This is an optimization exercise on Yosys and OpenROAD, whose aim is small area, a short achievable clock period and few clock cycles per item, not a production implementation. Where RTL was checked, it was by simulation tests only, not by an equivalence proof against the original. No functional check of the RTL was part of run 9.

==> design/flow/design.v <==
module adf4350_plan (
    input  wire        clk,
    input  wire        rst,           
    input  wire        in_valid,
    output wire        in_ready,
    input  wire [31:0] in_f,          
    input  wire [15:0] in_ref,        
    output wire        out_valid,
    input  wire        out_ready,
    output wire [2:0]  out_div,
    output wire [22:0] out_int,
    output wire [22:0] out_frac,
    output wire [22:0] out_mod
);
    reg        busy;
    reg        done;
    reg [3:0]  cnt;         
    reg [2:0]  div_r;
    reg [23:0] q_r;         
    reg        c_r;         
    reg [2:0]  r5;
    reg [22:0] rem;         
    reg [20:0] mod_q;       
    wire accept = in_valid & in_ready;
    assign in_ready  = ~busy & (~done | out_ready);
    assign out_valid = done;
    reg [2:0] div_sel;
    always @(*) begin
        if      (in_f < 32'd68750)   div_sel = 3'd6;
        else if (in_f < 32'd137500)  div_sel = 3'd5;
        else if (in_f < 32'd275000)  div_sel = 3'd4;
        else if (in_f < 32'd550000)  div_sel = 3'd3;
        else if (in_f < 32'd1100000) div_sel = 3'd2;
        else if (in_f < 32'd2200000) div_sel = 3'd1;
        else                         div_sel = 3'd0;
    end
    wire [5:0]  top_d5 = in_f[31:24] / 3'd5;
    wire [2:0]  top_r5 = in_f[31:24] % 3'd5;
    wire [23:0] f_sh   = div_sel[0] ? {in_f[22:0], 1'b0} : in_f[23:0];
    wire [20:0] mod25  = ({5'd0, in_ref} << 4) + ({5'd0, in_ref} << 3) + {5'd0, in_ref};
    wire        zero_in = (cnt < {2'b00, div_r[2:1]});
    wire        n1 = q_r[23] & ~zero_in;
    wire        n2 = q_r[22] & ~zero_in;
    wire [3:0]  t1  = {r5, n1};                  
    wire        c1  = (t1 >= 4'd5);
    wire [2:0]  r51 = c1 ? (t1 - 4'd5) : t1[2:0];
    wire [23:0] rs1 = {rem, c_r};
    wire [24:0] tr1 = {1'b0, rs1} - {2'b00, mod_q, 2'b00};
    wire        ge1 = ~tr1[24];
    wire [22:0] rm1 = ge1 ? tr1[22:0] : rs1[22:0];
    wire [3:0]  t2  = {r51, n2};
    wire        c2  = (t2 >= 4'd5);
    wire [2:0]  r52 = c2 ? (t2 - 4'd5) : t2[2:0];
    wire [23:0] rs2 = {rm1, c1};
    wire [24:0] tr2 = {1'b0, rs2} - {2'b00, mod_q, 2'b00};
    wire        ge2 = ~tr2[24];
    wire [22:0] rm2 = ge2 ? tr2[22:0] : rs2[22:0];
    assign out_div  = div_r;
    assign out_int  = q_r[22:0];
    assign out_frac = rem + {22'd0, c_r};
    assign out_mod  = {mod_q, 2'b00};
    always @(posedge clk) begin
        if (rst) begin
            busy <= 1'b0;
            done <= 1'b0;
        end else if (accept) begin
            busy <= 1'b1;
            done <= 1'b0;
        end else if (busy) begin
            if (cnt == 4'd0) begin
                busy <= 1'b0;
                done <= 1'b1;
            end
        end else if (out_ready) begin
            done <= 1'b0;
        end
        if (accept) begin
            div_r <= div_sel;
            cnt   <= 4'd11 + {2'b00, div_sel[2:1]};
            q_r   <= f_sh;
            c_r   <= top_d5[0];
            r5    <= top_r5;
            rem   <= {18'd0, top_d5[5:1]};
            mod_q <= mod25;
        end else if (busy) begin
            cnt <= cnt - 4'd1;
            q_r <= {q_r[21:0], ge1, ge2};
            c_r <= c2;
            r5  <= r52;
            rem <= rm2;
        end
    end
endmodule
==> design/flow/flow/run.sh <==
#!/bin/bash
set -euo pipefail
export BUFFER_PORTS_ARGS="-buffer_cell sky130_fd_sc_hd__buf_1"
bash standard.sh > orfs_make.log 2>&1
==> design/flow/standard.sh <==
#!/bin/bash
# synth_recipe.tcl (not shown) runs the flow's synth.tcl, then flattens the netlist and writes it again
# the make line also repeats each setting of config.mk as NAME=value (left out here)
make -C /OpenROAD-flow-scripts/flow DESIGN_CONFIG=/design/flow/config.mk WORK_HOME=/design/flow/orfs CLKGATE_MAP_FILE= SYNTH_SCRIPT=/design/flow/synth_recipe.tcl "${@:-finish}"
==> design/flow/config.mk <==
export PLATFORM = sky130hd
export DESIGN_NAME = adf4350_plan
export DESIGN_NICKNAME = adf4350_plan
export VERILOG_FILES = /design/flow/design.v
export SDC_FILE = /design/flow/constraint.sdc
export NUM_CORES = 4
export LEC_CHECK = 0
export ABC_AREA = 1
export CAP_MARGIN = 20
export CORE_MARGIN = 2
export CORE_UTILIZATION = 70
export SETUP_SLACK_MARGIN = 2.4
export SLEW_MARGIN = 20
==> design/flow/constraint.sdc <==
create_clock -name core_clock -period 7.0 [get_ports {clk}]
set_input_delay 1.4000 -clock core_clock [delete_from_list [all_inputs] [get_ports {clk}]]
set_output_delay 1.4000 -clock core_clock [all_outputs]
set_load 0.01 [all_outputs]
==> results of run 1 <==
## sequential cells by signal, indices dropped and copies added, names as in the netlist
signal / cells
done: 1
r5: 3
c_r: 1
div_r: 3
rem: 23
mod_q: 21
q_r: 24
busy: 1
cnt: 4
## final timing paths
check           start      end  slack (ns)
max          mod_q[3]   rem[3]        1.96
min           rem[21]  rem[21]        0.52
max reg2reg  mod_q[3]   rem[3]        1.96
min reg2reg   rem[21]  rem[21]        0.52
## per-layer routing
| metal | GRT usage | part of all wire | up-vias |
|---|---|---|---|
| met5 | 0 | 0.00042 | - |
| li1 | - | - | 3935 |
| met1 | 0.437 | 0.37 | 4026 |
| met3 | 0.0572 | 0.11 | 163 |
| met4 | 0.109 | 0.055 | 2 |
| met2 | 0.574 | 0.47 | 658 |
## through the flow
stage	hold WS (ns)	instance area [um2]
finish	0.520	9950
global route	0.534	9950
CTS	0.535	9210
detailed placement	0.527	8530
global placement	0.522	8530
floorplan	0.479	8140
## worst register-to-register path, delay by kind of cell (launching register included)
kind	cells	cell delay, ns
buf+inv	4	0.69
flops	1	0.41
fa+ha+maj	2	0.62
simple gates	12	1.31
compound gates	11	1.75
## cell usage in the layout, fill, tap and decap left out, types with 8 or more instances in the layout
cell type,n
nor3_1,9
nor2_1,63
inv_2,17
ha_4,8
nand2_1,213
nor2_2,8
o211ai_1,8
nand4_1,12
ha_1,66
clkbuf_16,10
nand2_2,24
o21ai_1,28
nand3_2,9
xor2_1,47
o21ai_2,11
fa_1,13
nand3_1,37
dfxtp_1,17
a21oi_2,11
buf_4,47
a21oi_1,66
xnor2_1,16
nand2_4,14
inv_1,130
o21ai_0,56
buf_1,116
edfxtp_1,61
## logic make-up (layout without fill, tap and decap cells)
family,Yosys count,count (layout),synth area share
simple gates,422,423,0.233
compound gates,225,225,0.156
buf+inv,200,350,0.106
fa+ha+maj,91,91,0.154
flops,81,81,0.274
xor+xnor,63,63,0.0678
mux,6,6,0.00892
other cells,1,2,0.000461
## cell type report
class                           instances  area [um2]
Clock buffer                           12         246
Clock inverter                          4        51.3
Fill cell                             593        1420
Inverter                              153         584
Multi-Input combinational cell        810        5590
Sequential cell                        81        2240
Tap cell                              143         179
Timing Repair Buffer                  181        1060
## timing repair
action / 4_1_cts / 5_1_grt
setup endpoints to repair: 29 / 35
gates cloned: 4 / 1
pin swaps: 15 / 49
resized for setup: 44 / 129
buffers inserted: 17 / 32
## cells in the mapped netlist, types with 13 or more instances
library cell	count	area, um2
ha_1	76	951
xnor2_1	16	140
clkbuf_1	13	48.8
xor2_1	47	412
nand3_1	46	230
inv_1	145	544
nor2_1	72	270
fa_1	15	300
buf_4	27	203
o21ai_1	21	105
nand2_1	235	882
o21ai_0	73	365
dfxtp_1	20	400
edfxtp_1	61	1830
a21oi_1	78	390
nor3_1	15	75.1
==> flow_summary.json, run 1 <==
{
  "outcome": "no timing/DRC/antenna violations",
  "via_count": 8784,
  "grt.overflow.total": 0,
  "first_global_vias": 7456,
  "dr.pass1.iters": 9,
  "clock-sinks": 81,
  "die_w_um": 112,
  "clk_latency_ns": 0.35,
  "syn_avg_cell_area_um2": 7.47,
  "rr_worst_depth": 29,
  "hold_viol_final": 0,
  "ctsHoldBuffers": 0,
  "fin_util": 0.875,
  "dp_hpwl_um": 15000,
  "grt_pass1_wl_um": 34300,
  "skew_ns": 0.0119,
  "grt_antenna_before_repair": 1,
  "dp_worst_setup_slack_ns": 1.52,
  "hp-class": "reg2reg",
  "drive_above_1_share": 0.186,
  "netlist_area_mm2": 0.00814,
  "max_freq_ghz": 0.198,
  "path_class": "reg2reg",
  "cpMostUsedCell": "o21ai_2",
  "tightest_slew_ns": 1.12,
  "fin_nets": 1379,
  "max-cap-violations": 0,
  "wl_per_cell_um": 19.1,
  "portBuffers": 123,
  "place_congestion": 0.901,
  "cp-end-kind": "flip-flop",
  "ys_types": 56,
  "crit_path_start_kind": "flip-flop",
  "drt-total-wl_um": 26400,
  "synthCells": 1089,
  "antenna_left": 0,
  "cts_tree": "done",
  "crit_fanout": 7,
  "hold_depth": 2,
  "start_util": 0.716,
  "antenna_cells": 0,
  "track_usage": 0.336,
  "design.core.area_mm2": 0.0114,
  "synth-edff-count": 61,
  "die_h_um": 112,
  "dieArea_mm2": 0.0125,
  "ys_ff_latch": 81,
  "relSlewSlack": 0.250,
  "slew_violations": 0,
  "setup_ws_ns": 1.96,
  "clk_pin_slew_ns": 0.07,
  "clock_path_buffers": 2,
  "critPathMaxStageDelay_ns": 0.41,
  "setup_tns_ns": 0,
  "critPathRequiredTime_ns": 7.10,
  "ys_warn_count": 1,
  "numPlacedInstances": 1314,
  "synthArstFlopShare": 0,
  "ys.flop_type": "edfxtp_1",
  "drc": 0,
  "crit_cells": 29,
  "drt-vias-per-instance": 6.35,
  "finalCritPeriodShare": 0.720,
  "finalCriticalPeriod_ns": 5.04,
  "cts_root_buffer": "clkbuf_16",
  "worst-path-buf-inv": 4,
  "htreeDepth": 3,
  "crit_family": "compound AO/OA/AOI/OAI gates",
  "ys_seq_area_frac": 0.274,
  "grt_max_degree": 52,
  "cts-buffers-inserted": 9,
  "fin_cells": 1384,
  "drt_iter0_markers": 1015,
  "setup_viol": 0,
  "rsz0062_at_grt": "yes",
  "io_pins": 126,
  "area_growth_pct": 22.3,
  "cp_slowest_cell": "edfxtp_1",
  "row_count": 39,
  "critPathArrivalTime_ns": 5.14
}
Testbench counts, summed over its fixed seeds: cycles 21,748, items 1,600.
==> run 2: changes to the inputs <==
--- a/design/flow/config.mk
+++ b/design/flow/config.mk
@@ -8,6 +8,6 @@
 export ABC_AREA = 1
 export CAP_MARGIN = 20
 export CORE_MARGIN = 2
-export CORE_UTILIZATION = 70
-export SETUP_SLACK_MARGIN = 2.4
+export CORE_UTILIZATION = 60
+export SETUP_SLACK_MARGIN = 2.7
 export SLEW_MARGIN = 20
==> run 2 against run 1 <==
Effect of this change:
- still clean on timing, DRC and antenna
- count of clock-buffer cells in the layout decreased by 2
- register-to-register slack improved by 0.36 ns
- first-iteration DRC count decreased by 28%
- cell count increased by 5.5%
- fmax increased by 7.6%
- worst hold slack improved by 0.015 ns
- critical endpoint is now rem[10]
==> flow_summary.json, run 2 <==
{
  "portBuffers": 123,
  "cp-end-kind": "flip-flop",
  "setup_viol": 0,
  "finalCritPeriodShare": 0.669,
  "synth-edff-count": 61,
  "place_congestion": 0.962,
  "die_h_um": 120,
  "dp_worst_setup_slack_ns": 1.38,
  "r2r_slack_ns": 2.31,
  "cp_slowest_cell": "edfxtp_1",
  "synth.most_common_cell": "nand2_1",
  "cp-startpoint": "mod_q[18]",
  "drt-vias-per-instance": 5.75,
  "area_growth_pct": 29.5,
  "dp_hpwl_um": 15300,
  "max_flop_register": "q_r",
  "critPathMaxStageDelay_ns": 0.43,
  "ys_warn_count": 1,
  "ys.flop_type": "edfxtp_1",
  "path_class": "reg2reg",
  "holdWs_ns": 0.535,
  "outcome": "no timing/DRC/antenna violations",
  "dr.pass1.iters": 5,
  "yosys-top-cells-area": "edfxtp_1 (23%), ha_1 (12%), nand2_1 (11%)",
  "io_pins": 126,
  "clock-sinks": 81,
  "syn_avg_cell_area_um2": 7.47,
  "ys_seq_area_frac": 0.274,
  "skew_ns": 0.0113,
  "rsz0062_at_grt": "yes",
  "yosys.area.top_type": "edfxtp_1",
  "synthArstFlopShare": 0,
  "start_util": 0.614,
  "largest_reg_flops": 24,
  "cts_tree": "done",
  "crit_cells": 31,
  "setup_ws_ns": 2.31,
  "synth_commonest_cells": "nand2_1 (235), inv_1 (145), a21oi_1 (78)",
  "slew_violations": 0,
  "synthCells": 1089,
  "dieArea_mm2": 0.0145,
  "cpMostUsedCell": "buf_4",
  "clock_path_buffers": 2,
  "wl_per_cell_um": 16.7,
  "drive_above_1_share": 0.238,
  "worst-path-buf-inv": 15,
  "cts_root_buffer": "clkbuf_16",
  "track_usage": 0.314,
  "rr_worst_depth": 31,
  "synth.top_cell.area_share": 0.225,
  "drc": 0,
  "via_count": 8401,
  "r2r-end": "rem[10]",
  "max_freq_ghz": 0.213,
  "crit_family": "buffers and inverters",
  "design.core.area_mm2": 0.0132,
  "grt_antenna_before_repair": 0,
  "max-cap-violations": 0,
  "final_common_cell": "nand2_1",
  "ys_types": 56,
  "fin_nets": 1422,
  "tightest_slew_ns": 0.932,
  "die_w_um": 120,
  "antenna_cells": 0,
  "mostFrequentLayoutCells": "nand2_1 (209), inv_1 (123), buf_1 (112), buf_4 (90), a21oi_1 (68)",
  "fin_util": 0.796,
  "drt-total-wl_um": 24400,
  "clk_pin_slew_ns": 0.07,
  "grt.overflow.total": 0,
  "clk_latency_ns": 0.35,
  "htreeDepth": 3,
  "worstReg2RegStart": "mod_q[18]",
  "ctsHoldBuffers": 0,
  "row_count": 42,
  "relSlewSlack": 0.378,
  "first_global_vias": 7634,
  "netlist_area_mm2": 0.00814,
  "drt_iter0_markers": 731,
  "cts-buffers-inserted": 9,
  "hold_depth": 2,
  "grt_max_degree": 52,
  "critPathArrivalTime_ns": 4.92,
  "crit_end": "rem[10]",
  "antenna_left": 0,
  "grt_pass1_wl_um": 36500,
  "ys_ff_latch": 81,
  "hold_viol_final": 0,
  "crit_fanout": 6,
  "crit_path_start_kind": "flip-flop",
  "finalCriticalPeriod_ns": 4.69,
  "critPathRequiredTime_ns": 7.24,
  "reg_top3": "q_r: 24 flops, rem: 23 flops, mod_q: 21 flops",
  "hp-class": "reg2reg",
  "setup_tns_ns": 0
}
## run 2: worst min path at each step
stage | start | end | slack [ns]
after global placement | done | done | 0.51
after global routing | done | done | 0.57
final | done | done | 0.53
after CTS | done | done | 0.54
after detailed placement | done | done | 0.53
after floorplan | rem[8] | rem[8] | 0.48
## run 2: through the flow
step           area (um2)  instances
2_1_floorplan        8260       1090
3_3_place_gp         8660       1345
3_5_place_dp         8660       1345
4_1_cts              9880       1422
5_1_grt             10500       1460
6_report            10500       1460
## run 2: final cells by class
cell class | instances | area, um2
clock inverter | 6 | 66.3
clock buffer | 10 | 229
tap | 176 | 220
multi-input combinational | 817 | 5980
sequential | 81 | 2230
inverter | 153 | 599
fill | 917 | 2710
timing repair inverter | 1 | 6.26
timing repair buffer | 216 | 1210
## run 2: cells by family after synthesis
kind of cell	share of synthesized area
muxes	0.00892
adders and majority gates	0.154
AOI/OAI and AO/OA	0.156
and+or+nand+nor	0.233
other	0.000461
DFF	0.274
buffers and inverters	0.106
xor gates and xnor gates	0.0678
## run 2: routing by layer
| metal | share of wire | wire, um | global-route usage |
|---|---|---|---|
| met1 | 0.42 | 10200 | 0.420 |
| met2 | 0.47 | 11400 | 0.506 |
| met3 | 0.083 | 2020 | 0.0608 |
| met4 | 0.031 | 753 | 0.114 |
| met5 | 0 | 0 | 0 |
## run 2: timing repair
item,CTS,global route
gates cloned,8,1
resized for setup,98,94
setup buffers,53,37
pin swaps,25,54
endpoints found under the setup margin,71,72
## run 2: worst reg2reg max path: cells and delay by family (launching register included)
kind,cells,cell delay [ns]
AOI/OAI and AO/OA,5,0.61
and+or+nand+nor,9,1.29
buffers and inverters,15,1.72
adders and majority gates,2,0.54
DFF,1,0.43
==> run 3: changes to the inputs <==
--- a/design/flow/config.mk
+++ b/design/flow/config.mk
@@ -9,5 +9,5 @@
 export CAP_MARGIN = 20
 export CORE_MARGIN = 2
 export CORE_UTILIZATION = 60
-export SETUP_SLACK_MARGIN = 2.7
+export SETUP_SLACK_MARGIN = 2.2
 export SLEW_MARGIN = 20
==> run 3 against run 2 <==
Effect of this change:
- sequential share of layout area rose by 2.6 points
- first-iteration DRC count down 15%
- worst hold slack is essentially flat
- clock skew decreased by 0.0018 ns
- largest cell class unchanged
- critical path type unchanged
- via count fell by 9.7%
- still clean
- synthesized area unchanged
- non-clock buffer count down 63
- setup slack improved by 0.12 ns
==> flow_summary.json, run 3 <==
{
  "max_flop_register": "q_r",
  "worstReg2RegStart": "rem[1]",
  "setup_viol": 0,
  "hold_viol_final": 0,
  "synth-edff-count": 61,
  "via_count": 7584,
  "worstHoldEndpoint": "rem[16]",
  "fin_cells": 1390,
  "dp_worst_setup_slack_ns": 1.46,
  "synth_xor_area_frac": 0.0678,
  "clock-sinks": 81,
  "final_common_cell": "nand2_1",
  "cp_slowest_cell": "fa_2",
  "r2r-end": "rem[4]",
  "numPlacedInstances": 1347,
  "grt_pass1_wl_um": 32300,
  "design_area_mm2": 0.00937,
  "cts_tree": "done",
  "finalCritPeriodShare": 0.652,
  "crit_fanout": 8,
  "antenna_cells": 0,
  "synth_compound_area_frac": 0.156,
  "setup_tns_ns": 0,
  "hp-class": "reg2reg",
  "cts_root_buffer": "clkbuf_16",
  "first_global_vias": 6879,
  "wl_per_cell_um": 14.6,
  "synth_top_family_by_area": "simple AND/OR/NAND/NOR gates",
  "mostFrequentLayoutCells": "nand2_1 (229), inv_1 (136), buf_1 (121), ha_1 (73), a21oi_1 (71)",
  "clk_latency_ns": 0.36,
  "ys.flop_type": "edfxtp_1",
  "skew_ns": 0.00945,
  "antenna_left": 0,
  "row_count": 42,
  "area_growth_pct": 15.2,
  "ys_warn_count": 1,
  "ctsHoldBuffers": 0,
  "cpMostUsedCell": "o21ai_2",
  "slew_violations": 0,
  "drive_above_1_share": 0.119,
  "synth_commonest_cells": "nand2_1 (235), inv_1 (145), a21oi_1 (78)",
  "hp-start": "rem[16]",
  "track_usage": 0.278,
  "reg_top3": "q_r: 24 flops, rem: 23 flops, mod_q: 21 flops",
  "dp_hpwl_um": 15100,
  "design.core.area_mm2": 0.0132,
  "ys_types": 56,
  "finalCriticalPeriod_ns": 4.56,
  "grt.overflow.total": 0,
  "muxShareOfSynthArea": 0.00892,
  "grt_antenna_before_repair": 0,
  "yosys.area_share.simple": 0.233,
  "path_class": "reg2reg",
  "tightest_slew_ns": 0.926,
  "relSlewSlack": 0.381,
  "yosys-top-cells-area": "edfxtp_1 (23%), ha_1 (12%), nand2_1 (11%)",
  "rsz0062_at_grt": "no",
  "max_freq_ghz": 0.219,
  "yosys.area.top_type": "edfxtp_1",
  "ys_ff_latch": 81,
  "synthAdderAreaFrac": 0.154,
  "drt-total-wl_um": 20300,
  "die_h_um": 120,
  "io_pins": 126,
  "htreeDepth": 3,
  "fin_nets": 1352,
  "cp-end-kind": "flip-flop",
  "dieArea_mm2": 0.0145,
  "outcome": "no timing/DRC/antenna violations",
  "synthCells": 1089,
  "max-cap-violations": 0,
  "start_util": 0.614,
  "synthArstFlopShare": 0,
  "ys_seq_area_frac": 0.274,
  "r2r_slack_ns": 2.44,
  "drc": 0,
  "clk_pin_slew_ns": 0.07,
  "drt-vias-per-instance": 5.46,
  "dr.pass1.iters": 6,
  "critPathMaxStageDelay_ns": 0.41,
  "setup_ws_ns": 2.44,
  "syn_avg_cell_area_um2": 7.47,
  "hold_depth": 2,
  "placed_area_mm2": 0.00858,
  "drt_iter0_markers": 620,
  "portBuffers": 123,
  "clock_path_buffers": 2,
  "crit_path_start_kind": "flip-flop",
  "critPathRequiredTime_ns": 7.11,
  "die_w_um": 120,
  "rr_worst_depth": 33,
  "synth.top_cell.area_share": 0.225,
  "place_congestion": 0.960,
  "synth.most_common_cell": "nand2_1",
  "netlist_area_mm2": 0.00814,
  "largest_reg_flops": 24,
  "grt_max_degree": 52,
  "critPathArrivalTime_ns": 4.67,
  "cts-buffers-inserted": 9
}
[run 3: cell count changes in the layout (fill, tap and decap cells not counted), moves of 7 or more]
cell     delta
ha_4       -15
nand2_1    +20
buf_4      -64
inv_2       -7
nand2_2    -10
nand2_4     -9
ha_1       +16
inv_1      +13
buf_1       +9
nor2_1     +10
[run 3: cell type report]
cell class,instances,area (um2)
multi-input cells,810,5290
fillers,1164,3870
flip-flops and latches,81,2230
repair buffers,153,743
inverters,153,578
clock buffers,12,246
well taps,176,220
clock inverters,4,51.3
repair inverters,1,7.51
[run 3: logic make-up after synthesis]
| kind of cell | after synthesis |
|---|---|
| AOI/OAI and AO/OA | 225 |
| xor gates and xnor gates | 63 |
| adders and majority gates | 91 |
| buffers and inverters | 200 |
| DFF | 81 |
| muxes | 6 |
| other | 1 |
| and+or+nand+nor | 422 |
[run 3: per-stage QoR]
step | hold slack [ns] | utilization
after global routing | 0.558 | 0.708
final | 0.535 | 0.708
after CTS | 0.539 | 0.683
after global placement | 0.524 | 0.648
after detailed placement | 0.529 | 0.648
after floorplan | 0.479 | -
[run 3: worst max-delay path by stage]
stage | startpoint | end | depth (start not counted)
2_1_floorplan | rem[1] | rem[3] | 31
3_3_place_gp | rem[1] | q_r[0] | 30
3_5_place_dp | rem[1] | q_r[0] | 30
4_1_cts | mod_q[0] | rem[21] | 27
5_1_grt | mod_q[16] | rem[4] | 29
6_report | rem[1] | rem[4] | 33
[run 3: critical path, delay by kind of cell (launching register included)]
| family | cells | cell delay [ns] |
|---|---|---|
| compound gates | 10 | 1.15 |
| fa+ha+maj | 3 | 0.93 |
| buf+inv | 6 | 0.59 |
| flops | 1 | 0.40 |
| simple gates | 14 | 1.24 |
[run 3: routing by layer]
metal / up-vias / share of wire / track usage
met4: 0 / 0.020 / 0.0938
met1: 3456 / 0.45 / 0.387
li1: 3857 / - / -
met5: - / 0 / 0
met2: 245 / 0.46 / 0.440
met3: 26 / 0.067 / 0.0467
[run 3: repair_timing]
action | in CTS | in global routing
gates resized for setup | 22 | 57
cloned | 2 | 1
buffers inserted | 6 | 18
pin swaps | 0 | 27
setup endpoints to repair | 23 | 29
==> run 4: changes to the inputs <==
--- a/design/flow/config.mk
+++ b/design/flow/config.mk
@@ -11,3 +11,4 @@
 export CORE_UTILIZATION = 60
 export SETUP_SLACK_MARGIN = 2.2
 export SLEW_MARGIN = 20
+export TNS_END_PERCENT = 0
==> run 4 against run 3 <==
Effect of this change:
- sequential share of layout area increased by 0.31 points
- critical path depth down 2
- worst hold slack got worse by 0.0017 ns
==> flow_summary.json, run 4 <==
{
  "die_h_um": 120,
  "hold_viol_final": 0,
  "synth.top_cell.area_share": 0.225,
  "max-cap-violations": 0,
  "synth_commonest_cells": "nand2_1 (235), inv_1 (145), a21oi_1 (78)",
  "netlist_area_mm2": 0.00814,
  "drt-vias-per-instance": 5.43,
  "max_flop_register": "q_r",
  "clock-sinks": 81,
  "wl_per_cell_um": 14.5,
  "design_area_mm2": 0.00925,
  "drt-total-wl_um": 20000,
  "critPathRequiredTime_ns": 7.11,
  "antenna_left": 0,
  "start_util": 0.614,
  "skew_ns": 0.00954,
  "antenna_cells": 0,
  "via_count": 7493,
  "synth.most_common_cell": "nand2_1",
  "portBuffers": 123,
  "worst-path-buf-inv": 5,
  "setup_viol": 0,
  "design.core.area_mm2": 0.0132,
  "track_usage": 0.278,
  "crit_family": "compound AO/OA/AOI/OAI gates",
  "dp_hpwl_um": 15100,
  "synthCells": 1089,
  "clk_pin_slew_ns": 0.07,
  "die_w_um": 120,
  "grt_max_degree": 52,
  "place_congestion": 0.960,
  "dieArea_mm2": 0.0145,
  "row_count": 42,
  "cts_tree": "done",
  "worstReg2RegStart": "rem[1]",
  "hp-start": "rem[16]",
  "ys_ff_latch": 81,
  "synthArstFlopShare": 0,
  "ys.flop_type": "edfxtp_1",
  "slew_violations": 0,
  "io_pins": 126,
  "relSlewSlack": 0.377,
  "outcome": "no timing/DRC/antenna violations",
  "critPathMaxStageDelay_ns": 0.41,
  "ys_warn_count": 1,
  "hp-class": "reg2reg",
  "first_global_vias": 6863,
  "ys_types": 56,
  "cts_root_buffer": "clkbuf_16",
  "clock_path_buffers": 2,
  "grt.overflow.total": 0,
  "cp-startpoint": "rem[1]",
  "critPathArrivalTime_ns": 4.73,
  "cts-buffers-inserted": 9,
  "rsz0062_at_grt": "yes",
  "ctsHoldBuffers": 0,
  "syn_avg_cell_area_um2": 7.47,
  "tightest_slew_ns": 0.932,
  "grt_antenna_before_repair": 0,
  "mostFrequentLayoutCells": "nand2_1 (229), inv_1 (138), buf_1 (122), ha_1 (75), a21oi_1 (72)",
  "cp-end-kind": "flip-flop",
  "yosys-top-cells-area": "edfxtp_1 (23%), ha_1 (12%), nand2_1 (11%)",
  "clk_latency_ns": 0.36,
  "placed_area_mm2": 0.00858,
  "crit_path_start_kind": "flip-flop",
  "dr.pass1.iters": 5,
  "largest_reg_flops": 24,
  "drt_iter0_markers": 578,
  "finalCriticalPeriod_ns": 4.62,
  "reg_top3": "q_r: 24 flops, rem: 23 flops, mod_q: 21 flops",
  "drc": 0,
  "path_class": "reg2reg",
  "area_growth_pct": 13.7,
  "final_common_cell": "nand2_1",
  "htreeDepth": 3,
  "yosys.area.top_type": "edfxtp_1",
  "synth-edff-count": 61,
  "ys_seq_area_frac": 0.274,
  "crit_fanout": 8,
  "max_freq_ghz": 0.216,
  "drive_above_1_share": 0.104,
  "cp_slowest_cell": "fa_2",
  "finalCritPeriodShare": 0.661,
  "fin_nets": 1343,
  "grt_pass1_wl_um": 32200,
  "setup_tns_ns": 0
}
-- run 4: cell counts after synthesis --
No cell type changed its count.
-- run 4: worst reg2reg max path, delay by kind of cell, from the launching register on --
kind,cells,cell delay (ns)
AOI/OAI and AO/OA,10,1.27
adders and majority gates,3,0.93
buffers and inverters,5,0.57
DFF,1,0.40
and+or+nand+nor,13,1.22
-- run 4: logic make-up after synthesis --
kind of cell / synth area share
buffers and inverters: 0.106
AO/OA/AOI/OAI: 0.156
other: 0.000461
XOR/XNOR: 0.0678
multiplexers: 0.00892
adder cells (fa/ha/maj): 0.154
flip-flops: 0.274
AND/OR/NAND/NOR: 0.233
-- run 4: routing by layer --
metal | wire [um] | share of wire | track usage
met3 | 1250 | 0.062 | 0.0467
met2 | 9220 | 0.46 | 0.440
met4 | 376 | 0.019 | 0.0930
met5 | 0 | 0 | 0
met1 | 9130 | 0.46 | 0.387
-- run 4: metrics by stage --
| step | std cells | setup slack, ns | hold WS (ns) | util |
|---|---|---|---|---|
| after floorplan | 1090 | 2.41 | 0.479 | - |
| after global routing | 1381 | 2.05 | 0.558 | 0.699 |
| after global placement | 1347 | 1.58 | 0.524 | 0.648 |
| after detailed placement | 1347 | 1.46 | 0.529 | 0.648 |
| after CTS | 1371 | 2.20 | 0.539 | 0.683 |
| final | 1381 | 2.38 | 0.533 | 0.699 |
-- run 4: cell type report --
class                           count  area (um2)
Clock inverter                      4        51.3
Inverter                          153         578
Timing Repair inverter              1        5.00
Sequential cell                    81        2230
Multi-Input combinational cell    810        5240
Fill cell                        1185        3990
Clock buffer                       12         246
Tap cell                          176         220
Timing Repair Buffer              144         674
-- run 4: worst paths after layout --
check / end / slack (ns) / cells after the start
worst max register to register: rem[3] / 2.38 / 31
worst max-delay path: rem[3] / 2.38 / 31
worst min-delay path: rem[16] / 0.53 / 2
worst min register to register: rem[16] / 0.53 / 2
-- run 4: what timing repair did --
| action | CTS | global route |
|---|---|---|
| gates cloned | 2 | 1 |
| endpoints found under the hold margin | 0 | 0 |
| resized for setup | 21 | 42 |
| setup endpoints to repair | 23 | 29 |
| pin swaps | 0 | 14 |
| setup buffers | 6 | 9 |
==> run 5: changes to the inputs <==
--- a/design/flow/config.mk
+++ b/design/flow/config.mk
@@ -11,4 +11,4 @@
 export CORE_UTILIZATION = 60
 export SETUP_SLACK_MARGIN = 2.2
 export SLEW_MARGIN = 20
-export TNS_END_PERCENT = 0
+export TNS_END_PERCENT = 10
==> run 5 against run 4 <==
Effect of this change:
- clock skew decreased by 0.00052 ns
- fmax up 0.60%
- die area unchanged
- cell count is 0.36% higher
- register-to-register slack better by 0.03 ns
- setup slack better by 0.028 ns
- first-iteration DRC count decreased by 4.7%
- critical endpoint is now rem[10]
- largest cell class unchanged
- highest routed layer unchanged
==> flow_summary.json, run 5 <==
{
  "outcome": "no timing/DRC/antenna violations",
  "cp_slowest_cell": "fa_2",
  "critPathArrivalTime_ns": 4.84,
  "finalCriticalPeriod_ns": 4.60,
  "syn_avg_cell_area_um2": 7.47,
  "drive_above_1_share": 0.113,
  "cts_tree": "done",
  "reg_top3": "q_r: 24 flops, rem: 23 flops, mod_q: 21 flops",
  "place_congestion": 0.960,
  "numPlacedInstances": 1347,
  "clk_pin_slew_ns": 0.06,
  "top_usage_layer": "met2",
  "relSlewSlack": 0.374,
  "htreeDepth": 3,
  "final_common_cell": "nand2_1",
  "met2_usage": 0.440,
  "drt-total-wl_um": 20100,
  "setup_viol": 0,
  "netlist_area_mm2": 0.00814,
  "ys_seq_area_frac": 0.274,
  "synth.most_common_cell": "nand2_1",
  "finalCritPeriodShare": 0.657,
  "skew_ns": 0.00902,
  "met1_usage": 0.387,
  "synthArstFlopShare": 0,
  "cts-buffers-inserted": 9,
  "antenna_cells": 0,
  "clk_latency_ns": 0.36,
  "crit_path_start_kind": "flip-flop",
  "rsz0062_at_grt": "yes",
  "setup_tns_ns": 0,
  "dp_hpwl_um": 15100,
  "slew_violations": 0,
  "drt-vias-per-instance": 5.45,
  "drc": 0,
  "hp-class": "reg2reg",
  "max-cap-violations": 0,
  "synth_commonest_cells": "nand2_1 (235), inv_1 (145), a21oi_1 (78)",
  "die_h_um": 120,
  "clock-sinks": 81,
  "cts_root_buffer": "clkbuf_16",
  "ys_warn_count": 1,
  "n_fill_cell": 1175,
  "start_util": 0.614,
  "fin_cells": 1386,
  "largest_reg_flops": 24,
  "critPathMaxStageDelay_ns": 0.41,
  "path_class": "reg2reg",
  "critPathRequiredTime_ns": 7.25,
  "yosys-top-cells-area": "edfxtp_1 (23%), ha_1 (12%), nand2_1 (11%)",
  "drt_iter0_markers": 551,
  "worst-path-buf-inv": 7,
  "portBuffers": 123,
  "area_growth_pct": 14.6,
  "io_pins": 126,
  "dr.pass1.iters": 8,
  "ys_types": 56,
  "dieArea_mm2": 0.0145,
  "antenna_left": 0,
  "first_global_vias": 6863,
  "grt_antenna_before_repair": 0,
  "met3_usage": 0.0467,
  "cp-end-kind": "flip-flop",
  "yosys.area.top_type": "edfxtp_1",
  "synthCells": 1089,
  "max_flop_register": "q_r",
  "ys.flop_type": "edfxtp_1",
  "wl_per_cell_um": 14.5,
  "design.core.area_mm2": 0.0132,
  "grt_max_degree": 52,
  "crit_fanout": 8,
  "max_freq_ghz": 0.218,
  "die_w_um": 120,
  "synth.top_cell.area_share": 0.225,
  "grt_pass1_wl_um": 32200,
  "ctsHoldBuffers": 0,
  "mostFrequentLayoutCells": "nand2_1 (229), inv_1 (136), buf_1 (122), ha_1 (73), a21oi_1 (71)",
  "hold_viol_final": 0,
  "tightest_slew_ns": 0.936,
  "clock_path_buffers": 2,
  "grt.overflow.total": 0,
  "cpMostUsedCell": "o21ai_2",
  "crit_family": "simple AND/OR/NAND/NOR gates",
  "row_count": 42,
  "synth-edff-count": 61,
  "via_count": 7560,
  "ys_ff_latch": 81,
  "fin_nets": 1348,
  "track_usage": 0.278
}
## run 5: cell families (layout without fill, tap and decap cells)
kind of cell | after synthesis | in the layout | share of synthesized area
other cells | 1 | 2 | 0.000461
fa+ha+maj | 91 | 91 | 0.154
buf+inv | 200 | 319 | 0.106
compound gates | 225 | 225 | 0.156
simple gates | 422 | 423 | 0.233
mux | 6 | 6 | 0.00892
flops | 81 | 81 | 0.274
xor+xnor | 63 | 63 | 0.0678
## run 5: metrics by stage
stage | utilization | cell area, um2 | hold slack [ns] | setup slack (ns)
after floorplan | - | 8140 | 0.479 | 2.41
after global placement | 0.648 | 8580 | 0.524 | 1.58
after detailed placement | 0.648 | 8580 | 0.529 | 1.46
after CTS | 0.683 | 9040 | 0.539 | 2.20
after global routing | 0.704 | 9320 | 0.558 | 2.10
final | 0.704 | 9320 | 0.532 | 2.40
## run 5: path summary, 6_finish.rpt
check	start	end	slack [ns]	cells past startpoint
worst max-delay path	rem[1]	rem[10]	2.40	34
worst min-delay path	rem[16]	rem[16]	0.53	2
worst max register to register	rem[1]	rem[10]	2.40	34
worst min register to register	rem[16]	rem[16]	0.53	2
## run 5: cell type report
type	count	area, um2	share of cell area
sequential	81	2230	0.240
tap	176	220	0.0236
clock buffer	12	246	0.0264
timing repair buffer	149	712	0.0764
clock inverter	4	51.3	0.00550
multi-input combinational	810	5280	0.566
inverter	153	578	0.0620
timing repair inverter	1	5.00	0.000537
## run 5: routing by layer
| metal | vias up | wire length (um) | part of all wire |
|---|---|---|---|
| met2 | 227 | 9270 | 0.46 |
| met5 | - | 0 | 0 |
| met1 | 3458 | 9220 | 0.46 |
| li1 | 3846 | - | - |
| met4 | 0 | 406 | 0.020 |
| met3 | 29 | 1250 | 0.062 |
## run 5: worst reg2reg max path: cells and delay by family (launching register included)
kind / cells / cell delay [ns]
buffers and inverters: 7 / 0.74
DFF: 1 / 0.40
AOI/OAI and AO/OA: 10 / 1.20
adders and majority gates: 3 / 0.93
and+or+nand+nor: 14 / 1.24
## run 5: repair_timing
item | in CTS | in global routing
buffers inserted | 6 | 14
pin swaps | 0 | 24
gates resized for setup | 21 | 51
endpoints found under the hold margin | 0 | 0
gates cloned | 2 | 1
setup endpoints to repair | 23 | 29
==> run 6: changes to the inputs <==
--- a/design/flow/config.mk
+++ b/design/flow/config.mk
@@ -9,6 +9,6 @@
 export CAP_MARGIN = 20
 export CORE_MARGIN = 2
 export CORE_UTILIZATION = 60
+export PLACE_DENSITY = 0.75
 export SETUP_SLACK_MARGIN = 2.2
 export SLEW_MARGIN = 20
-export TNS_END_PERCENT = 10
==> run 6 against run 5 <==
Effect of this change:
- still clean on timing, DRC and antenna
- count of clock-buffer cells in the layout shrank 1
- setup slack got worse by 0.082 ns
- utilization rose by 1.6 points
- non-clock buffer count up 9
- via count rose by 3.4%
- cell count is 0.58% higher
- routed wire length rose by 4.9%
- sequential share of layout area is 0.48 points lower
- critical path type unchanged
- critical endpoint is now rem[9]
==> flow_summary.json, run 6 <==
{
  "outcome": "no timing/DRC/antenna violations",
  "critPathMaxStageDelay_ns": 0.41,
  "synth.most_common_cell": "nand2_1",
  "slew_violations": 0,
  "synth_compound_area_frac": 0.156,
  "muxShareOfSynthArea": 0.00892,
  "dp_hpwl_um": 15300,
  "synth.top_cell.area_share": 0.225,
  "place_congestion": 0.966,
  "synthCells": 1089,
  "design.core.area_mm2": 0.0132,
  "max_flop_register": "q_r",
  "die_w_um": 120,
  "antenna_cells": 0,
  "ctsHoldBuffers": 0,
  "critPathArrivalTime_ns": 4.90,
  "yosys.area.top_type": "edfxtp_1",
  "antenna_left": 0,
  "skew_ns": 0.00847,
  "ys_warn_count": 1,
  "clk_pin_slew_ns": 0.06,
  "io_pins": 126,
  "dieArea_mm2": 0.0145,
  "synth_commonest_cells": "nand2_1 (235), inv_1 (145), a21oi_1 (78)",
  "largest_reg_flops": 24,
  "drt-total-wl_um": 21100,
  "crit_path_start_kind": "flip-flop",
  "numPlacedInstances": 1347,
  "area_growth_pct": 17.1,
  "grt_antenna_before_repair": 0,
  "fin_util": 0.720,
  "dr.pass1.iters": 5,
  "cts-buffers-inserted": 9,
  "max-cap-violations": 0,
  "path_class": "reg2reg",
  "syn_avg_cell_area_um2": 7.47,
  "first_global_vias": 7095,
  "synth_xor_area_frac": 0.0678,
  "synthArstFlopShare": 0,
  "cts_tree": "done",
  "clock_path_buffers": 2,
  "setup_tns_ns": 0,
  "finalCritPeriodShare": 0.668,
  "relSlewSlack": 0.347,
  "hp-class": "reg2reg",
  "die_h_um": 120,
  "yosys-top-cells-area": "edfxtp_1 (23%), ha_1 (12%), nand2_1 (11%)",
  "holdWs_ns": 0.516,
  "start_util": 0.614,
  "synth-edff-count": 61,
  "track_usage": 0.279,
  "via_count": 7814,
  "finalCriticalPeriod_ns": 4.68,
  "synth_top_family_by_area": "simple AND/OR/NAND/NOR gates",
  "cp_slowest_cell": "edfxtp_1",
  "drc": 0,
  "wl_per_cell_um": 15.2,
  "row_count": 42,
  "ys_seq_area_frac": 0.274,
  "netlist_area_mm2": 0.00814,
  "rsz0062_at_grt": "no",
  "tightest_slew_ns": 0.975,
  "yosys.area_share.simple": 0.233,
  "ys.flop_type": "edfxtp_1",
  "final_common_cell": "nand2_1",
  "max_freq_ghz": 0.214,
  "clk_latency_ns": 0.34,
  "grt.overflow.total": 0,
  "crit_fanout": 11,
  "cp-end-kind": "flip-flop",
  "cts_root_buffer": "clkbuf_16",
  "critPathRequiredTime_ns": 7.22,
  "htreeDepth": 3,
  "drt_iter0_markers": 796,
  "setup_viol": 0,
  "clock-sinks": 81,
  "ys_types": 56,
  "mostFrequentLayoutCells": "nand2_1 (228), inv_1 (131), buf_1 (120), a21oi_1 (70), ha_1 (69)",
  "fin_cells": 1394,
  "reg_top3": "q_r: 24 flops, rem: 23 flops, mod_q: 21 flops",
  "fin_nets": 1356,
  "portBuffers": 123,
  "grt_max_degree": 52,
  "cpMostUsedCell": "o21ai_2",
  "grt_pass1_wl_um": 32600,
  "drive_above_1_share": 0.137,
  "hold_viol_final": 0,
  "drt-vias-per-instance": 5.61,
  "ys_ff_latch": 81,
  "synthAdderAreaFrac": 0.154
}
run 6: cell families (layout without fill, tap and decap cells):
logic type      Yosys count  count (layout)
compound gates          225             225
fa+ha+maj                91              91
flops                    81              81
xor+xnor                 63              63
buf+inv                 200             327
mux                       6               6
simple gates            422             423
other cells               1               2
run 6: path summary, 6_finish.rpt:
check,depth (start not counted),end,slack (ns),start
setup / recovery,32,rem[9],2.32,rem[1]
hold / removal,2,rem[14],0.52,rem[14]
setup reg to reg,32,rem[9],2.32,rem[1]
hold reg to reg,2,rem[14],0.52,rem[14]
run 6: critical path: cells and delay by family, from the launching register on:
kind	cells	cell delay (ns)
buf+inv	6	0.72
compound gates	10	1.27
fa+ha+maj	3	0.86
flops	1	0.41
simple gates	13	1.29
run 6: metrics by stage:
stage	cell area, um2	setup slack (ns)
after floorplan	8140	2.41
after global placement	8570	1.60
after detailed placement	8570	1.40
after CTS	9020	2.17
after global routing	9530	2.09
final	9530	2.32
run 6: final cells by class:
| class | instances | area (um2) |
|---|---|---|
| fill | 1087 | 3710 |
| clock inverter | 5 | 56.3 |
| sequential | 81 | 2240 |
| inverter | 153 | 578 |
| clock buffer | 11 | 233 |
| tap | 176 | 220 |
| multi-input combinational | 810 | 5370 |
| timing repair buffer | 158 | 837 |
run 6: metal layers:
metal / GRT usage / routed length (um)
met5: 0 / 0
met4: 0.0901 / 580
met3: 0.0495 / 1770
met2: 0.451 / 9930
met1: 0.379 / 8850
run 6: what timing repair did:
action,CTS,global route
pin swaps,0,24
gates resized for setup,21,83
cloned,2,3
setup buffers,6,20
endpoints found under the setup margin,23,34
==> run 7: changes to the inputs <==
--- a/design/flow/config.mk
+++ b/design/flow/config.mk
@@ -9,6 +9,6 @@
 export CAP_MARGIN = 20
 export CORE_MARGIN = 2
 export CORE_UTILIZATION = 60
-export PLACE_DENSITY = 0.75
+export CTS_BUF_LIST = sky130_fd_sc_hd__clkbuf_8
 export SETUP_SLACK_MARGIN = 2.2
 export SLEW_MARGIN = 20
==> run 7 against run 6 <==
Effect of this change:
- synthesized cell count is the same
- global-route usage shrank 0.33 points
- worst hold slack improved by 0.028 ns
- highest routed layer unchanged
- critical endpoint is now rem[6]
- critical path depth up 2
- first-iteration DRC count shrank 26%
- die area unchanged
- cell count fell by 0.22%
- clock skew grew 0.0055 ns
- via count shrank 2.6%
- register-to-register slack about the same
- synthesized area did not move
- still clean
==> flow_summary.json, run 7 <==
{
  "r2r_slack_ns": 2.33,
  "drc": 0,
  "largest_reg_flops": 24,
  "tightest_slew_ns": 0.932,
  "drt-total-wl_um": 20300,
  "path_class": "reg2reg",
  "yosys.area.top_type": "edfxtp_1",
  "rr_worst_depth": 34,
  "dieArea_mm2": 0.0145,
  "finalCriticalPeriod_ns": 4.67,
  "grt_max_degree": 52,
  "crit_family": "simple AND/OR/NAND/NOR gates",
  "cp-end-kind": "flip-flop",
  "dp_hpwl_um": 15100,
  "multi_input_area_mm2": 0.00530,
  "die_h_um": 120,
  "synthCells": 1089,
  "clock_path_buffers": 2,
  "synthArstFlopShare": 0,
  "place_congestion": 0.960,
  "antenna_cells": 0,
  "dr.pass1.iters": 6,
  "cpMostUsedCell": "nand2_1",
  "cts_tree": "done",
  "ys_types": 56,
  "crit_fanout": 7,
  "first_global_vias": 6905,
  "skew_ns": 0.0140,
  "ys_seq_area_frac": 0.274,
  "grt.overflow.total": 0,
  "max_flop_register": "q_r",
  "fin_util": 0.701,
  "htreeDepth": 3,
  "mostFrequentLayoutCells": "nand2_1 (229), inv_1 (138), buf_1 (121), ha_1 (73), a21oi_1 (70)",
  "synth_commonest_cells": "nand2_1 (235), inv_1 (145), a21oi_1 (78)",
  "ys_warn_count": 1,
  "start_util": 0.614,
  "via_count": 7613,
  "max-cap-violations": 0,
  "slew_violations": 0,
  "grt_pass1_wl_um": 32100,
  "wl_per_cell_um": 14.6,
  "die_w_um": 120,
  "hp-class": "reg2reg",
  "hold_depth": 2,
  "clk_pin_slew_ns": 0.09,
  "fin_nets": 1353,
  "synth-edff-count": 61,
  "cts_root_buffer": "clkbuf_8",
  "drive_above_1_share": 0.121,
  "row_count": 42,
  "crit_path_start_kind": "flip-flop",
  "setup_tns_ns": 0,
  "drt_iter0_markers": 590,
  "drt-vias-per-instance": 5.47,
  "max_freq_ghz": 0.214,
  "outcome": "no timing/DRC/antenna violations",
  "finalCritPeriodShare": 0.667,
  "ys.flop_type": "edfxtp_1",
  "n_fill_cell": 1181,
  "worstHoldEndpoint": "rem[8]",
  "synth.most_common_cell": "nand2_1",
  "worst-path-buf-inv": 7,
  "ys_ff_latch": 81,
  "critPathArrivalTime_ns": 4.97,
  "syn_avg_cell_area_um2": 7.47,
  "worstReg2RegStart": "rem[1]",
  "cp_slowest_cell": "edfxtp_1",
  "cts-buffers-inserted": 9,
  "setup_viol": 0,
  "area_growth_pct": 14.1,
  "relSlewSlack": 0.377,
  "design.core.area_mm2": 0.0132,
  "r2r-end": "rem[6]",
  "netlist_area_mm2": 0.00814,
  "final_common_cell": "nand2_1",
  "portBuffers": 123,
  "io_pins": 126,
  "grt_antenna_before_repair": 0,
  "regArea_mm2": 0.00223,
  "hold_viol_final": 0,
  "yosys-top-cells-area": "edfxtp_1 (23%), ha_1 (12%), nand2_1 (11%)",
  "antenna_left": 0,
  "hp-start": "rem[8]",
  "synth.top_cell.area_share": 0.225,
  "reg_top3": "q_r: 24 flops, rem: 23 flops, mod_q: 21 flops",
  "critPathMaxStageDelay_ns": 0.41,
  "ctsHoldBuffers": 0,
  "rsz0062_at_grt": "no",
  "track_usage": 0.275,
  "clk_latency_ns": 0.37,
  "clock-sinks": 81,
  "critPathRequiredTime_ns": 7.30
}
==> run 7: worst min-delay path, stage by stage, from the launching register on <==
cell     delay [ns]
dfxtp_1        0.37
nand2_1        0.08
o21ai_1        0.05
==> run 7: cells by family (layout without fill, tap and decap cells) <==
family | Yosys count | in the layout | synth area share
and+or+nand+nor | 422 | 423 | 0.233
DFF | 81 | 81 | 0.274
xor gates and xnor gates | 63 | 63 | 0.0678
buffers and inverters | 200 | 324 | 0.106
AOI/OAI and AO/OA | 225 | 225 | 0.156
adders and majority gates | 91 | 91 | 0.154
muxes | 6 | 6 | 0.00892
other | 1 | 2 | 0.000461
==> run 7: through the flow <==
stage / hold WS [ns] / instances / instance area, um2 / setup slack (ns)
2_1_floorplan: 0.479 / 1090 / 8140 / 2.41
4_1_cts: 0.543 / 1371 / 8940 / 2.20
6_report: 0.544 / 1391 / 9280 / 2.33
3_5_place_dp: 0.529 / 1347 / 8580 / 1.46
3_3_place_gp: 0.524 / 1347 / 8580 / 1.58
5_1_grt: 0.563 / 1391 / 9280 / 2.10
==> run 7: worst max-delay path by stage <==
stage / from / end / cells after the start
floorplan: rem[1] / rem[3] / 31
global placement: rem[1] / q_r[0] / 30
detailed placement: rem[1] / q_r[0] / 30
CTS: rem[1] / rem[10] / 34
global route: rem[1] / rem[4] / 32
finish: rem[1] / rem[6] / 34
==> run 7: area by class of cell <==
class | count | area share
sequential | 81 | 0.241
clock buffer | 10 | 0.0148
multi-input combinational | 810 | 0.570
tap | 176 | 0.0237
timing repair inverter | 1 | 0.000539
inverter | 153 | 0.0623
clock inverter | 6 | 0.00634
timing repair buffer | 154 | 0.0813
==> run 7: what timing repair did <==
action	CTS	global route
gates cloned	2	1
endpoints found under the setup margin	23	30
gates resized for setup	21	58
endpoints found under the hold margin	0	0
pin swaps	0	27
buffers inserted	6	19
==> run 7: metal layers <==
layer  GRT usage  wire, um
met1       0.384      9410
met2       0.439      9360
met3      0.0467      1140
met4      0.0843       434
met5           0         0
==> run 8: changes to the inputs <==
==> design/flow/config.mk (replaced) <==
export PLATFORM = sky130hd
export DESIGN_NAME = adf4350_plan
export DESIGN_NICKNAME = adf4350_plan
export VERILOG_FILES = /design/flow/design.v
export SDC_FILE = /design/flow/constraint.sdc
export NUM_CORES = 4
export LEC_CHECK = 0
export ABC_AREA = 1
export ABC_CLOCK_PERIOD_IN_PS = 3600
export CAP_MARGIN = 20
export CORE_MARGIN = 2
export CORE_UTILIZATION = 40
export SETUP_SLACK_MARGIN = 2.6
export SLEW_MARGIN = 20
==> run 8 against run 7 <==
Effect of this change:
- setup slack gained 0.26 ns
- global-route usage shrank 7.3 points
- register-to-register slack better by 0.26 ns
- worst hold slack lost 0.035 ns
- still clean
- utilization down 18 points
==> flow_summary.json, run 8 <==
{
  "yosys-top-cells-area": "edfxtp_1 (23%), ha_1 (12%), nand2_1 (11%)",
  "synthArstFlopShare": 0,
  "antenna_left": 0,
  "rr_worst_depth": 27,
  "track_usage": 0.202,
  "grt_max_degree": 52,
  "cts-buffers-inserted": 9,
  "ys_seq_area_frac": 0.274,
  "synthCells": 1089,
  "path_class": "reg2reg",
  "worstReg2RegStart": "rem[2]",
  "outcome": "no timing/DRC/antenna violations",
  "netlist_area_mm2": 0.00814,
  "die_w_um": 147,
  "setup_viol": 0,
  "cts_root_buffer": "clkbuf_16",
  "htreeDepth": 3,
  "rsz0062_at_grt": "yes",
  "hp-class": "reg2reg",
  "ys.flop_type": "edfxtp_1",
  "max_flop_register": "q_r",
  "r2r_slack_ns": 2.59,
  "ctsHoldBuffers": 0,
  "largest_reg_flops": 24,
  "holdWs_ns": 0.509,
  "crit_fanout": 5,
  "wl_per_cell_um": 15.4,
  "crit_end": "rem[4]",
  "synth-edff-count": 61,
  "hp-start": "rem[12]",
  "dr.pass1.iters": 5,
  "grt.overflow.total": 0,
  "synth_commonest_cells": "nand2_1 (235), inv_1 (145), a21oi_1 (78)",
  "row_count": 52,
  "mostFrequentLayoutCells": "nand2_1 (214), inv_1 (125), buf_1 (110), buf_4 (75), a21oi_1 (66)",
  "io_pins": 126,
  "clk_pin_slew_ns": 0.06,
  "synth.most_common_cell": "nand2_1",
  "relSlewSlack": 0.337,
  "ys_warn_count": 1,
  "clock-sinks": 81,
  "start_util": 0.405,
  "drive_above_1_share": 0.224,
  "fin_nets": 1411,
  "finalCritPeriodShare": 0.630,
  "ys_types": 56,
  "drt_iter0_markers": 592,
  "r2r-end": "rem[4]",
  "cp-end-kind": "flip-flop",
  "drt-total-wl_um": 23800,
  "design.core.area_mm2": 0.0201,
  "reg_top3": "q_r: 24 flops, rem: 23 flops, mod_q: 21 flops",
  "clk_latency_ns": 0.35,
  "skew_ns": 0.00661,
  "via_count": 7944,
  "max_freq_ghz": 0.227,
  "grt_antenna_before_repair": 0,
  "grt_pass1_wl_um": 35100,
  "clock_path_buffers": 2,
  "multi_input_area_mm2": 0.00587,
  "cts_tree": "done",
  "first_global_vias": 7055,
  "critPathRequiredTime_ns": 7.10,
  "cp-startpoint": "rem[2]",
  "dieArea_mm2": 0.0215,
  "tightest_slew_ns": 0.995,
  "antenna_cells": 0,
  "dp_hpwl_um": 16000,
  "max-cap-violations": 0,
  "setup_tns_ns": 0,
  "drt-vias-per-instance": 5.15,
  "hold_viol_final": 0,
  "slew_violations": 0,
  "portBuffers": 123,
  "syn_avg_cell_area_um2": 7.47,
  "synth.top_cell.area_share": 0.225,
  "n_fill_cell": 1938,
  "ys_ff_latch": 81,
  "drc": 0,
  "yosys.area.top_type": "edfxtp_1",
  "regArea_mm2": 0.00224,
  "die_h_um": 147,
  "crit_path_start_kind": "flip-flop",
  "place_congestion": 0.852,
  "final_common_cell": "nand2_1",
  "finalCriticalPeriod_ns": 4.41,
  "area_growth_pct": 28.9,
  "critPathArrivalTime_ns": 4.51
}
[run 8: cell types whose count changed in the layout (fill, tap and decap cells not counted), sizes merged]
cell      change
clkbuf        +5
clkinvlp      -2
bufbuf        -1
nand4         +6
nand2         +1
nand3         +2
clkinv        -1
bufinv        +1
buf          +47
[run 8: logic make-up (layout without fill, tap and decap cells)]
logic type / after synthesis / after routing / share of synthesized area
simple gates: 422 / 432 / 0.233
fa+ha+maj: 91 / 91 / 0.154
mux: 6 / 6 / 0.00892
flops: 81 / 81 / 0.274
buf+inv: 200 / 373 / 0.106
compound gates: 225 / 225 / 0.156
other cells: 1 / 2 / 0.000461
xor+xnor: 63 / 63 / 0.0678
[run 8: metal layers]
metal | global-route usage | up-vias | share of wire | routed length (um)
met1 | 0.286 | 3694 | 0.48 | 11400
met4 | 0.0476 | 0 | 0.017 | 401
li1 | - | 4022 | - | -
met2 | 0.324 | 198 | 0.46 | 10900
met3 | 0.0325 | 30 | 0.045 | 1070
met5 | 0 | - | 0 | 0
[run 8: per-stage QoR]
step | worst slack, ns | cells | util | instance area (um2)
5_1_grt | 2.32 | 1543 | 0.522 | 10500
4_1_cts | 2.55 | 1495 | 0.479 | 9630
2_1_floorplan | 2.61 | 1090 | - | 8200
3_3_place_gp | 1.39 | 1439 | 0.433 | 8710
6_report | 2.59 | 1543 | 0.522 | 10500
3_5_place_dp | 1.23 | 1439 | 0.433 | 8710
[run 8: worst min path at each step]
stage              end  depth (start not counted)
6_report       rem[12]                          2
4_1_cts           done                          2
5_1_grt        rem[12]                          2
3_3_place_gp   rem[20]                          2
2_1_floorplan  rem[22]                          2
3_5_place_dp      done                          2
[run 8: critical path, stage by stage, from the launching register on]
cell	delay, ns
edfxtp_1	0.48
buf_4	0.20
fa_2	0.37
nand3_2	0.09
nand2_2	0.06
a21oi_2	0.14
o21ai_2	0.09
nand3_4	0.12
nand3_4	0.19
nand2_4	0.13
o21ai_4	0.07
ha_4	0.26
a21oi_2	0.16
nand2_2	0.10
a21oi_4	0.18
o21ai_2	0.08
inv_1	0.07
nor2_1	0.05
nor2_2	0.17
o21ai_2	0.10
a21boi_2	0.18
o21ai_2	0.09
nand2_2	0.08
nand2_4	0.08
nand2_4	0.13
nand4_4	0.16
o211ai_1	0.26
nand2_1	0.08
[run 8: layout make-up]
type / count / share of cell area
clock inverter: 5 / 0.00764
sequential: 81 / 0.213
inverter: 153 / 0.0564
clock buffer: 11 / 0.0222
multi-input combinational: 819 / 0.560
tap: 270 / 0.0322
timing repair buffer: 204 / 0.108
[run 8: repair_timing]
item | CTS | global route
resized for setup | 73 | 120
buffers inserted | 34 | 44
gates cloned | 6 | 4
pin swaps | 32 | 56
endpoints found under the setup margin | 36 | 36
==> run 9: changes to the inputs <==
--- a/design/flow/design.v
+++ b/design/flow/design.v
@@ -45,7 +45,8 @@
     wire        c1  = (t1 >= 4'd5);
     wire [2:0]  r51 = c1 ? (t1 - 4'd5) : t1[2:0];
     wire [23:0] rs1 = {rem, c_r};
-    wire [24:0] tr1 = {1'b0, rs1} - {2'b00, mod_q, 2'b00};
+    wire [24:0] sb1 = busy ? {2'b00, mod_q, 2'b00} : {25{c_r}};
+    wire [24:0] tr1 = {1'b0, rs1} - sb1;
     wire        ge1 = ~tr1[24];
     wire [22:0] rm1 = ge1 ? tr1[22:0] : rs1[22:0];
     wire [3:0]  t2  = {r51, n2};
@@ -57,7 +58,7 @@
     wire [22:0] rm2 = ge2 ? tr2[22:0] : rs2[22:0];
     assign out_div  = div_r;
     assign out_int  = q_r[22:0];
-    assign out_frac = rem + {22'd0, c_r};
+    assign out_frac = tr1[23:1];
     assign out_mod  = {mod_q, 2'b00};
     always @(posedge clk) begin
         if (rst) begin
--- a/design/flow/config.mk
+++ b/design/flow/config.mk
@@ -6,9 +6,8 @@
 export NUM_CORES = 4
 export LEC_CHECK = 0
 export ABC_AREA = 1
-export ABC_CLOCK_PERIOD_IN_PS = 3600
 export CAP_MARGIN = 20
 export CORE_MARGIN = 2
-export CORE_UTILIZATION = 40
-export SETUP_SLACK_MARGIN = 2.6
+export CORE_UTILIZATION = 60
+export SETUP_SLACK_MARGIN = 2.2
 export SLEW_MARGIN = 20
==> run 9 against run 8 <==
Effect of this change:
- routed wire length increased by 0.80%
- synthesized cell count rose by 5.3%
- via count rose by 5.2%
- global-route usage is 9.7 points higher
- synthesized area is 2.2% higher
- sequential share of layout area is 0.25 points higher
- first-iteration DRC count increased by 13%
- largest cell class unchanged
==> flow_summary.json, run 9 <==
{
  "outcome": "no timing/DRC/antenna violations",
  "drc": 0,
  "clk_pin_slew_ns": 0.06,
  "synth_top_family_by_area": "simple AND/OR/NAND/NOR gates",
  "track_usage": 0.299,
  "synth.most_common_cell": "nand2_1",
  "clock-sinks": 81,
  "grt_antenna_before_repair": 0,
  "drt-total-wl_um": 24000,
  "rsz0062_at_grt": "yes",
  "reg_top3": "q_r: 24 flops, rem: 23 flops, mod_q: 21 flops",
  "crit_path_start_kind": "flip-flop",
  "antenna_cells": 0,
  "drt_iter0_markers": 669,
  "cts_tree": "done",
  "hold_depth": 2,
  "rr_worst_depth": 31,
  "fin_nets": 1447,
  "ys_warn_count": 1,
  "ys_types": 54,
  "htreeDepth": 3,
  "synth_xor_area_frac": 0.0609,
  "synthAdderAreaFrac": 0.152,
  "relSlewSlack": 0.558,
  "skew_ns": 0.00583,
  "dieArea_mm2": 0.0148,
  "n_fill_cell": 1105,
  "io_pins": 126,
  "hold_viol_final": 0,
  "critPathArrivalTime_ns": 3.65,
  "yosys.area.top_type": "edfxtp_1",
  "mostFrequentLayoutCells": "nand2_1 (256), inv_1 (166), buf_1 (121), a21oi_1 (77), nand3_1 (68)",
  "path_class": "reg2out",
  "synth_commonest_cells": "nand2_1 (271), inv_1 (171), a21oi_1 (107)",
  "muxShareOfSynthArea": 0.00120,
  "clock_path_buffers": 2,
  "setup_ws_ns": 1.95,
  "wl_per_cell_um": 16.1,
  "finalCritPeriodShare": 0.722,
  "setup_viol": 0,
  "dr.pass1.iters": 6,
  "netlist_area_mm2": 0.00831,
  "ctsHoldBuffers": 0,
  "max_freq_ghz": 0.198,
  "start_util": 0.606,
  "syn_avg_cell_area_um2": 7.25,
  "place_congestion": 0.875,
  "drive_above_1_share": 0.182,
  "grt.overflow.total": 0,
  "clk_latency_ns": 0.35,
  "slew_violations": 0,
  "holdWs_ns": 0.478,
  "first_global_vias": 7604,
  "max-cap-violations": 0,
  "largest_reg_flops": 24,
  "grt_pass1_wl_um": 35100,
  "setup_tns_ns": 0,
  "dp_hpwl_um": 15600,
  "ys_ff_latch": 81,
  "hp-class": "reg2reg",
  "drt-vias-per-instance": 5.61,
  "tightest_slew_ns": 0.661,
  "synth-edff-count": 61,
  "final_common_cell": "nand2_1",
  "area_growth_pct": 24.5,
  "via_count": 8354,
  "finalCriticalPeriod_ns": 5.05,
  "die_h_um": 122,
  "cts_root_buffer": "clkbuf_16",
  "synth_compound_area_frac": 0.158,
  "yosys-top-cells-area": "edfxtp_1 (22%), nand2_1 (12%), ha_1 (12%)",
  "yosys.area_share.simple": 0.239,
  "crit_fanout": 6,
  "placed_area_mm2": 0.00879,
  "grt_max_degree": 59,
  "max_flop_register": "q_r",
  "synthArstFlopShare": 0,
  "ys.flop_type": "edfxtp_1",
  "design.core.area_mm2": 0.0137,
  "portBuffers": 123,
  "ys_seq_area_frac": 0.268,
  "cts-buffers-inserted": 9,
  "critPathRequiredTime_ns": 5.60,
  "synth.top_cell.area_share": 0.220,
  "die_w_um": 122,
  "dp_worst_setup_slack_ns": 0.946,
  "antenna_left": 0,
  "row_count": 43,
  "synthCells": 1147,
  "design_area_mm2": 0.0104,
  "cp-end-kind": "output port"
}
## run 9: cell count changes after synthesis, moves of 17 or more
cell,before,now
o21a_1,2,19
nor2_1,72,48
nand2_1,235,271
a21oi_1,78,107
inv_1,145,171
nand3_1,46,74
## run 9: per-layer routing
metal / routed length, um / up-vias / part of all wire / GRT usage
met2: 11800 / 333 / 0.49 / 0.522
met4: 929 / 0 / 0.039 / 0.123
met5: 0 / - / 0 / 0
li1: - / 4078 / - / -
met3: 1560 / 72 / 0.065 / 0.0566
met1: 9700 / 3871 / 0.41 / 0.362
## run 9: what timing repair did
action,4_1_cts,5_1_grt
setup endpoints to repair,26,29
pin swaps,35,50
setup buffers,30,30
gates resized for setup,68,83
hold endpoints to repair,0,0
gates cloned,4,2
## run 9: final timing paths
path | endpoint | slack, ns | start
max reg2reg | rem[21] | 1.99 | c_r
max | out_frac[22] | 1.95 | c_r
min | rem[6] | 0.48 | rem[6]
min reg2reg | rem[6] | 0.48 | rem[6]
## run 9: logic make-up after synthesis
group                      Yosys count
AOI/OAI and AO/OA                  229
xor gates and xnor gates            57
adders and majority gates           92
buffers and inverters              234
DFF                                 81
muxes                                1
other                                1
and+or+nand+nor                    452
## run 9: per-stage QoR
stage / cells / utilization
floorplan: 1149 / -
global placement: 1406 / 0.641
detailed placement: 1406 / 0.641
CTS: 1456 / 0.704
global route: 1488 / 0.755
finish: 1488 / 0.755
## run 9: cell type report
| cell class | instances | area [um2] | share of cell area |
|---|---|---|---|
| sequential | 81 | 2230 | 0.216 |
| timing repair inverter | 2 | 25.0 | 0.00242 |
| timing repair buffer | 193 | 1090 | 0.105 |
| inverter | 180 | 686 | 0.0662 |
| multi-input combinational | 836 | 5780 | 0.558 |
| clock buffer | 13 | 303 | 0.0292 |
| tap | 180 | 225 | 0.0218 |
| clock inverter | 3 | 16.3 | 0.00157 |
## run 9: worst max-delay path, stage by stage, from the launching register on
cell      delay, ns
edfxtp_1       0.45
nand2_4        0.23
inv_6          0.08
a21oi_1        0.15
ha_1           0.28
buf_4          0.15
a21oi_2        0.14
o21a_1         0.15
nand3_2        0.13
a21boi_2       0.21
nor2_1         0.07
nor2_2         0.14
o21ai_2        0.10
nand2_1        0.07
nand2_1        0.09
a21oi_2        0.18
nor2_1         0.06
nor2_1         0.13
xor2_1         0.27
buf_2          0.20

## separate check: timing with driven ports
Ports are ideal in the flow. The routed layouts listed here were re-timed in OpenROAD. Step 1 assumes that a clkbuf_16 drives the clock port and a buf_2 every other input. Step 2 times the ports against the registers' clock, not the clock port: input delays grow and output delays shrink by t, the midpoint of the rising clock arrivals with the driver on. Three values: ideal ports, drivers, drivers and shift; two values: the first two.
| run | t, ns | setup WS [ns] | worst setup path after step 2 | worst register clock-pin slew, ns |
|---|---|---|---|---|
| run 1 | 0.387 | 1.959 / 1.959 / 1.959 | register to register | 0.07 / 0.07 |
| run 2 | 0.386 | 2.315 / 2.315 / 2.315 | register to register | 0.07 / 0.07 |
| run 3 | 0.390 | 2.438 / 2.405 / 2.173 | input to register | 0.07 / 0.07 |
| run 4 | 0.391 | 2.376 / 2.376 / 2.086 | input to register | 0.07 / 0.07 |
| run 5 | 0.390 | 2.403 / 2.403 / 2.089 | input to register | 0.07 / 0.07 |
| run 6 | 0.381 | 2.322 / 2.322 / 2.174 | input to register | 0.07 / 0.07 |
| run 7 | 0.402 | 2.331 / 2.331 / 2.183 | input to register | 0.09 / 0.09 |
| run 8 | 0.390 | 2.588 / 2.588 / 2.370 | input to register | 0.07 / 0.07 |
| run 9 | 0.389 | 1.949 / 1.907 / 1.985 | register to register | 0.06 / 0.06 |
After both steps setup and hold are still met in every run listed. For run 5, which loses most, drivers alone change the setup slack by 0.000 ns; drivers and shift together by -0.314 ns.
